Background: an optimization exercise with open tools, aiming at small area and a short achievable clock period. Do not read the settings as production practice. The RTL was checked by simulation tests, not by an equivalence proof against the original design. Power figures rest on the tool's default switching activity, not on a simulated workload.

## p4_core
module p4_core (
    input  wire        clk,
    input  wire        rst,           
    output wire [14:0] imem_addr,
    input  wire [15:0] imem_rdata,
    output wire [15:0] d_addr,
    output wire [15:0] d_wdata,
    output wire        d_we,
    output wire        d_re,
    input  wire [15:0] d_rdata,
    input  wire [15:0] irq,
    output wire        halted
);
    reg [15:0] regs [1:7];
    reg [14:0] pc;
    reg        jp;
    reg [14:0] jt;            
    reg        flag_e, flag_z, flag_c, flag_n, flag_o;
    reg [15:0] imask;
    reg [15:0] ipend;
    reg        se;
    reg [14:0] ra_reg;
    reg        rescan;
    reg        run_illegal;
    reg [15:0] held_irq;
    wire [15:0] w = imem_rdata;
    assign imem_addr = pc;
    wire [1:0] fmt   = w[15:14];
    wire [1:0] c_op  = w[13:12];
    wire [3:0] cond  = w[11:8];
    wire [2:0] rd    = w[13:11];
    wire [2:0] sub   = w[10:8];
    wire [2:0] ra    = w[5:3];
    wire [2:0] rb    = w[2:0];
    wire [4:0] code  = w[10:6];
    wire [7:0] imm8  = w[7:0];
  ...
For scale: ~2100 cells after synthesis, ~210 flip-flops, ~100 I/O pins.
==> flow/config.mk <==
export PLATFORM = sky130hd
export DESIGN_NAME = p4_core
export DESIGN_NICKNAME = p4_core
export VERILOG_FILES = /design/flow/design.v
export SDC_FILE = /design/flow/constraint.sdc
export NUM_CORES = 4
export LEC_CHECK = 0
export ABC_AREA = 1
export CAP_MARGIN = 20
export CORE_MARGIN = 2
export CORE_UTILIZATION = 45
export CTS_BUF_LIST = sky130_fd_sc_hd__clkbuf_4 sky130_fd_sc_hd__clkbuf_8
export SETUP_SLACK_MARGIN = 3.0
export SLEW_MARGIN = 20
==> flow/constraint.sdc <==
create_clock -name core_clock -period 8.0 [get_ports {clk}]
set_input_delay 1.6000 -clock core_clock [delete_from_list [all_inputs] [get_ports {clk}]]
set_output_delay 1.6000 -clock core_clock [all_outputs]
set_load 0.01 [all_outputs]
standard.sh (not shown) runs the stock make flow with config.mk's settings and CLKGATE_MAP_FILE= SYNTH_SCRIPT=/design/flow/synth_recipe.tcl, a recipe that flattens the netlist after the stock synthesis.
==> flow/flow/run.sh <==
#!/bin/bash
# Layout: the standard flow (standard.sh, all steps) with two changes:
#  - the port buffers that global placement inserts are buf_2 cells instead
#    of the buffer the flow picks by default (a clkdlybuf4s50 delay cell);
#  - synthesis leaves adders to ABC (no ADDER_MAP_FILE, so no extract_fa
#    full/half-adder cells), which keeps the ALU's carry network fast.
#    Registers are unchanged: same names and cell types as the standard
#    synthesis.
# make's output, with every tool's output, goes to standard.log here; ORFS
# also keeps each step's log under orfs/logs/.
set -euo pipefail
export BUFFER_PORTS_ARGS="-buffer_cell sky130_fd_sc_hd__buf_2"
export ADDER_MAP_FILE=
bash standard.sh > standard.log 2>&1
Then changed:
==> flow/flow/run.sh (replaced) <==
#!/bin/bash
# Layout: the standard flow (standard.sh, all steps) with these changes:
#  - the port buffers that global placement inserts are buf_2 cells instead
#    of the buffer the flow picks by default (a clkdlybuf4s50 delay cell);
#  - synthesis leaves adders to ABC (no ADDER_MAP_FILE, so no extract_fa
#    full/half-adder cells), which keeps the ALU's carry network fast.
#    Registers are unchanged: same names and cell types as the standard
#    synthesis;
#  - clock tree synthesis builds the tree from clkbuf_4 cells only and
#    inserts no dummy loads (the standard arguments otherwise).
# make's output, with every tool's output, goes to standard.log here; ORFS
# also keeps each step's log under orfs/logs/.
set -euo pipefail
export BUFFER_PORTS_ARGS="-buffer_cell sky130_fd_sc_hd__buf_2"
export ADDER_MAP_FILE=
export CTS_ARGS="-sink_clustering_enable -repair_clock_nets -buf_list sky130_fd_sc_hd__clkbuf_4 -dont_use_dummy_load"
bash standard.sh > standard.log 2>&1
CORE_UTILIZATION = 55   (was 45)
CTS_BUF_LIST = sky130_fd_sc_hd__clkbuf_4   (was sky130_fd_sc_hd__clkbuf_4 sky130_fd_sc_hd__clkbuf_8)
The changed run finished clean.
Critical path depth is higher by 2.
Synthesized cell count does not change.
Core utilization is higher by 9.6 points.
Final cell count is lower by about 5%.
Wire length is lower by about 4.4%.
Count of clock-buffer cells in the layout is lower by 5.

========
== run 1 ==
p4_core again, from the RTL that the note above started with.
make LEC_CHECK=0 CAP_MARGIN=20 CORE_MARGIN=2 CORE_UTILIZATION=40 CTS_BUF_LIST='sky130_fd_sc_hd__clkbuf_4 sky130_fd_sc_hd__clkbuf_8' SETUP_SLACK_MARGIN=3.0 SLEW_MARGIN=20 SYNTH_HIERARCHICAL=1 SYNTH_MINIMUM_KEEP_SIZE=0 finish   # period 8.0 ns
run.sh (not shown) runs the stock make flow with config.mk's settings and CLKGATE_MAP_FILE= SYNTH_SCRIPT=/design/flow/synth_recipe.tcl, a recipe that flattens the netlist after the stock synthesis.
Stock flow here: none of the scripts above is used.
Modified inputs, run 2 compared to run 1
# run 1
export LEC_CHECK = 0
export CAP_MARGIN = 20
export CORE_MARGIN = 2
export CORE_UTILIZATION = 40
export CTS_BUF_LIST = sky130_fd_sc_hd__clkbuf_4 sky130_fd_sc_hd__clkbuf_8
export SETUP_SLACK_MARGIN = 3.0
export SLEW_MARGIN = 20
export SYNTH_HIERARCHICAL = 1
export SYNTH_MINIMUM_KEEP_SIZE = 0
create_clock -name core_clock -period 8.0 [get_ports {clk}]
# run 2
export LEC_CHECK = 0
export CAP_MARGIN = 20
export CORE_MARGIN = 2
export CORE_UTILIZATION = 40
export CTS_BUF_LIST = sky130_fd_sc_hd__clkbuf_4 sky130_fd_sc_hd__clkbuf_8
export SLEW_MARGIN = 20
export SYNTH_HIERARCHICAL = 1
export SYNTH_MINIMUM_KEEP_SIZE = 0
create_clock -name core_clock -period 8.0 [get_ports {clk}]
==> comparison <==
Run 2 has completed all stages; timing, DRC and antenna checks passed. The final reports for run 2 and run 1 show via count lower in the former. In run 2 the layout overhead on the synthesized area turned out 19 points lower than in run 1. Met3 wire length (higher): run 1. Lower detailed-routed wire length on met2 among run 2 and run 1: run 2. Changes observed in run 2 relative to run 1: number of signal-net buffers in the layout now smaller, HPWL after detailed placement grew by 1100 um, logic gate share of total power fell by 5.4 points. Of the two values seen for start-to-end type of the worst setup path, primary input to output port was produced by run 2 and primary input to flop by run 1.
For run 3, these inputs were changed with respect to run 2:
# run 2
export LEC_CHECK = 0
export CAP_MARGIN = 20
export CORE_MARGIN = 2
export CORE_UTILIZATION = 40
export CTS_BUF_LIST = sky130_fd_sc_hd__clkbuf_4 sky130_fd_sc_hd__clkbuf_8
export SLEW_MARGIN = 20
export SYNTH_HIERARCHICAL = 1
export SYNTH_MINIMUM_KEEP_SIZE = 0
create_clock -name core_clock -period 8.0 [get_ports {clk}]
# run 3
export LEC_CHECK = 0
export CAP_MARGIN = 20
export CORE_MARGIN = 2
export CORE_UTILIZATION = 40
export CTS_BUF_LIST = sky130_fd_sc_hd__clkbuf_4 sky130_fd_sc_hd__clkbuf_8
export SETUP_SLACK_MARGIN = 2.5
export SLEW_MARGIN = 20
export SYNTH_HIERARCHICAL = 1
export SYNTH_MINIMUM_KEEP_SIZE = 0
create_clock -name core_clock -period 8.0 [get_ports {clk}]
==> flow/flow/run.sh (new file) <==
#!/bin/bash
# Layout: the standard flow (standard.sh, all steps) with one change:
# the port buffers that global placement inserts are buf_2 cells instead of
# the buffer the flow picks by default (a clkdlybuf4s50 delay cell).
# make's output, with every tool's output, goes to standard.log here; ORFS
# also keeps each step's log under orfs/logs/.
set -euo pipefail
export BUFFER_PORTS_ARGS="-buffer_cell sky130_fd_sc_hd__buf_2"
bash standard.sh > standard.log 2>&1
==> flow/standard.sh (new file) <==
#!/bin/bash
# synth_recipe.tcl (not shown) runs the flow's synth.tcl, then flattens the netlist and writes it again
# the make line also repeats each setting of config.mk as NAME=value (left out here)
make -C /OpenROAD-flow-scripts/flow DESIGN_CONFIG=/design/flow/config.mk WORK_HOME=/design/flow/orfs CLKGATE_MAP_FILE= SYNTH_SCRIPT=/design/flow/synth_recipe.tcl "${@:-finish}"
removed: flow/run.sh
Findings:
Compare run 3 and run 2 | count of clock-buffer cells in the layout higher: run 2. Relative to run 2, the clock power of run 3 is higher by about 6%. Run 3 vs run 2 — wire length dropped 370 um. Per the comparison of run 3 with run 2, actual slew at the worst max-slew pin fell by 0.073 ns, number of buffers added by the clock tree synthesis step went down, tightest hold margin comparable. Of the two values seen for slowest cell on the critical path, sky130_fd_sc_hd__clkdlybuf4s50_1 was produced by run 2 and sky130_fd_sc_hd__buf_4 by run 3.
Inputs modified between run 3 and run 4:
# run 3
export LEC_CHECK = 0
export CAP_MARGIN = 20
export CORE_MARGIN = 2
export CORE_UTILIZATION = 40
export CTS_BUF_LIST = sky130_fd_sc_hd__clkbuf_4 sky130_fd_sc_hd__clkbuf_8
export SETUP_SLACK_MARGIN = 2.5
export SLEW_MARGIN = 20
export SYNTH_HIERARCHICAL = 1
export SYNTH_MINIMUM_KEEP_SIZE = 0
create_clock -name core_clock -period 8.0 [get_ports {clk}]
# run 4
export LEC_CHECK = 0
export ABC_AREA = 1
export CAP_MARGIN = 20
export CORE_MARGIN = 2
export CORE_UTILIZATION = 55
export CTS_BUF_LIST = sky130_fd_sc_hd__clkbuf_4 sky130_fd_sc_hd__clkbuf_8
export SETUP_SLACK_MARGIN = 3.0
export SLEW_MARGIN = 20
create_clock -name core_clock -period 8.0 [get_ports {clk}]
==> flow/flow/run.sh <==
#!/bin/bash
# Layout: the standard flow (standard.sh, all steps) with two changes:
#  - the port buffers that global placement inserts are buf_2 cells instead
#    of the buffer the flow picks by default (a clkdlybuf4s50 delay cell);
#  - synthesis leaves adders to ABC (no ADDER_MAP_FILE, so no extract_fa
#    full/half-adder cells), which keeps the ALU's carry network fast.
#    Registers are unchanged: same names and cell types as the standard
#    synthesis.
# make's output, with every tool's output, goes to standard.log here; ORFS
# also keeps each step's log under orfs/logs/.
set -euo pipefail
export BUFFER_PORTS_ARGS="-buffer_cell sky130_fd_sc_hd__buf_2"
export ADDER_MAP_FILE=
bash standard.sh > standard.log 2>&1
### Flow results
Worst slack on hold paths, run 3 and run 4, lower one = run 4.
Of run 3 and run 4, run 3 shows the higher combinational fraction of design power, with run 4 below it.
Taking run 3 as 1.0, run 4 lands at 1.12 on count of vias placed by the detailed router.
Run 3 → run 4: largest voltage drop on the vdd net rose 52%; combinational power -about 3.6%.
Relative to run 3, tap cell count decreased by 176 in run 4.
Between run 3 and run 4, setup slack increased.
The following lists how run 5 was set up differently from run 4:
# run 4
export LEC_CHECK = 0
export ABC_AREA = 1
export CAP_MARGIN = 20
export CORE_MARGIN = 2
export CORE_UTILIZATION = 55
export CTS_BUF_LIST = sky130_fd_sc_hd__clkbuf_4 sky130_fd_sc_hd__clkbuf_8
export SETUP_SLACK_MARGIN = 3.0
export SLEW_MARGIN = 20
create_clock -name core_clock -period 8.0 [get_ports {clk}]
# run 5
export LEC_CHECK = 0
export CAP_MARGIN = 20
export CORE_MARGIN = 2
export CORE_UTILIZATION = 65
export CTS_BUF_LIST = sky130_fd_sc_hd__clkbuf_4 sky130_fd_sc_hd__clkbuf_8
export SETUP_SLACK_MARGIN = 2.5
export SLEW_MARGIN = 20
create_clock -name core_clock -period 8.0 [get_ports {clk}]
## What came out
Run 5 reached the end of the flow, and the finished layout is clean on the timing, design-rule and antenna checks.
Final RePlAce weighted congestion was higher in the run labelled run 5.
Summary — count of cells resized by post-cts repair, run 5 relative to run 4: higher, by about 15%.
Comparing number of gates on the worst path with buffers counted for run 5 and run 4, the bigger number came from run 4.
[run 5 vs run 4] final area: higher in run 5
The net switching power figure of run 5 falls short of that of run 4 by 5.1%.
Reported for run 5 and run 4, number of instances on the worst hold path turned out identical to the last digit.
Summary of run 5 over run 4: relative contribution of the clock network to total power shrank by 3.4 points, relative area change from synthesis to final layout shrank by 1.3 points, sum of routed wire length over all layers shrank by 2.8%.
Edits applied to the flow inputs when going from run 5 to run 6:
# run 5
export LEC_CHECK = 0
export CAP_MARGIN = 20
export CORE_MARGIN = 2
export CORE_UTILIZATION = 65
export CTS_BUF_LIST = sky130_fd_sc_hd__clkbuf_4 sky130_fd_sc_hd__clkbuf_8
export SETUP_SLACK_MARGIN = 2.5
export SLEW_MARGIN = 20
create_clock -name core_clock -period 8.0 [get_ports {clk}]
# run 6
export LEC_CHECK = 0
export CAP_MARGIN = 20
export CORE_MARGIN = 2
export CORE_UTILIZATION = 40
export CTS_BUF_LIST = sky130_fd_sc_hd__clkbuf_4 sky130_fd_sc_hd__clkbuf_8
export SETUP_SLACK_MARGIN = 2.0
export SLEW_MARGIN = 20
export SYNTH_HIERARCHICAL = 1
export SYNTH_MINIMUM_KEEP_SIZE = 0
create_clock -name core_clock -period 8.0 [get_ports {clk}]
==> flow/flow/run.sh <==
#!/bin/bash
# Layout: the standard flow (standard.sh, all steps) with one change:
# the port buffers that global placement inserts are buf_2 cells instead of
# the buffer the flow picks by default (a clkdlybuf4s50 delay cell).
# make's output, with every tool's output, goes to standard.log here; ORFS
# also keeps each step's log under orfs/logs/.
set -euo pipefail
export BUFFER_PORTS_ARGS="-buffer_cell sky130_fd_sc_hd__buf_2"
bash standard.sh > standard.log 2>&1
Findings:
- Proportion of layout cells with a drive suffix above 1 in run 6 is 1.1 points lower than in run 5
- Post-synthesis share of cell area spent on and, or, nand and nor gates in run 6 vs run 5: down 1.1 points
- Between run 5 and run 6, power increased.
- Diff run 5 -> run 6: first-pass GRT wire length went up; number of buffers created by CTS climbed 14%; fmax went down 6.9%.

==> static timing again, ports no longer ideal <==
The flow's constraints put no driver on any port. The routed layouts listed below were extracted and timed again, unchanged, in two steps. Step 1, drivers: a clkbuf_16 drives clk and a buf_2 each remaining input, both assumed. Step 2 also shifts input and output timing later by t, the mid clock arrival at the registers, as if the neighbouring blocks saw the same clock. Three values: no drivers, after step 1, after step 2; two values: the first two.
run	shift t [ns]	setup WS [ns]	latest minus earliest clock arrival (ns)
the first run of note 1	0.633	2.954 / 2.954 / 2.355	0.033 / 0.034
the second run of note 1	0.728	2.942 / 2.908 / 2.217	0.121 / 0.121
run 1	0.613	2.785 / 2.781 / 2.176	0.058 / 0.059
run 2	0.652	1.014 / 0.991 / 0.453	0.033 / 0.032
run 3	0.620	2.579 / 2.553 / 1.987	0.027 / 0.028
run 4	0.625	2.896 / 2.881 / 2.256	0.044 / 0.043
run 5	0.591	2.497 / 2.519 / 1.929	0.017 / 0.017
run 6	0.670	2.086 / 2.110 / 1.440	0.030 / 0.030
After both steps every run listed still meets setup and hold. For the second run of note 1, which loses most, drivers alone change the setup slack by -0.034 ns; drivers and shift together by -0.725 ns.
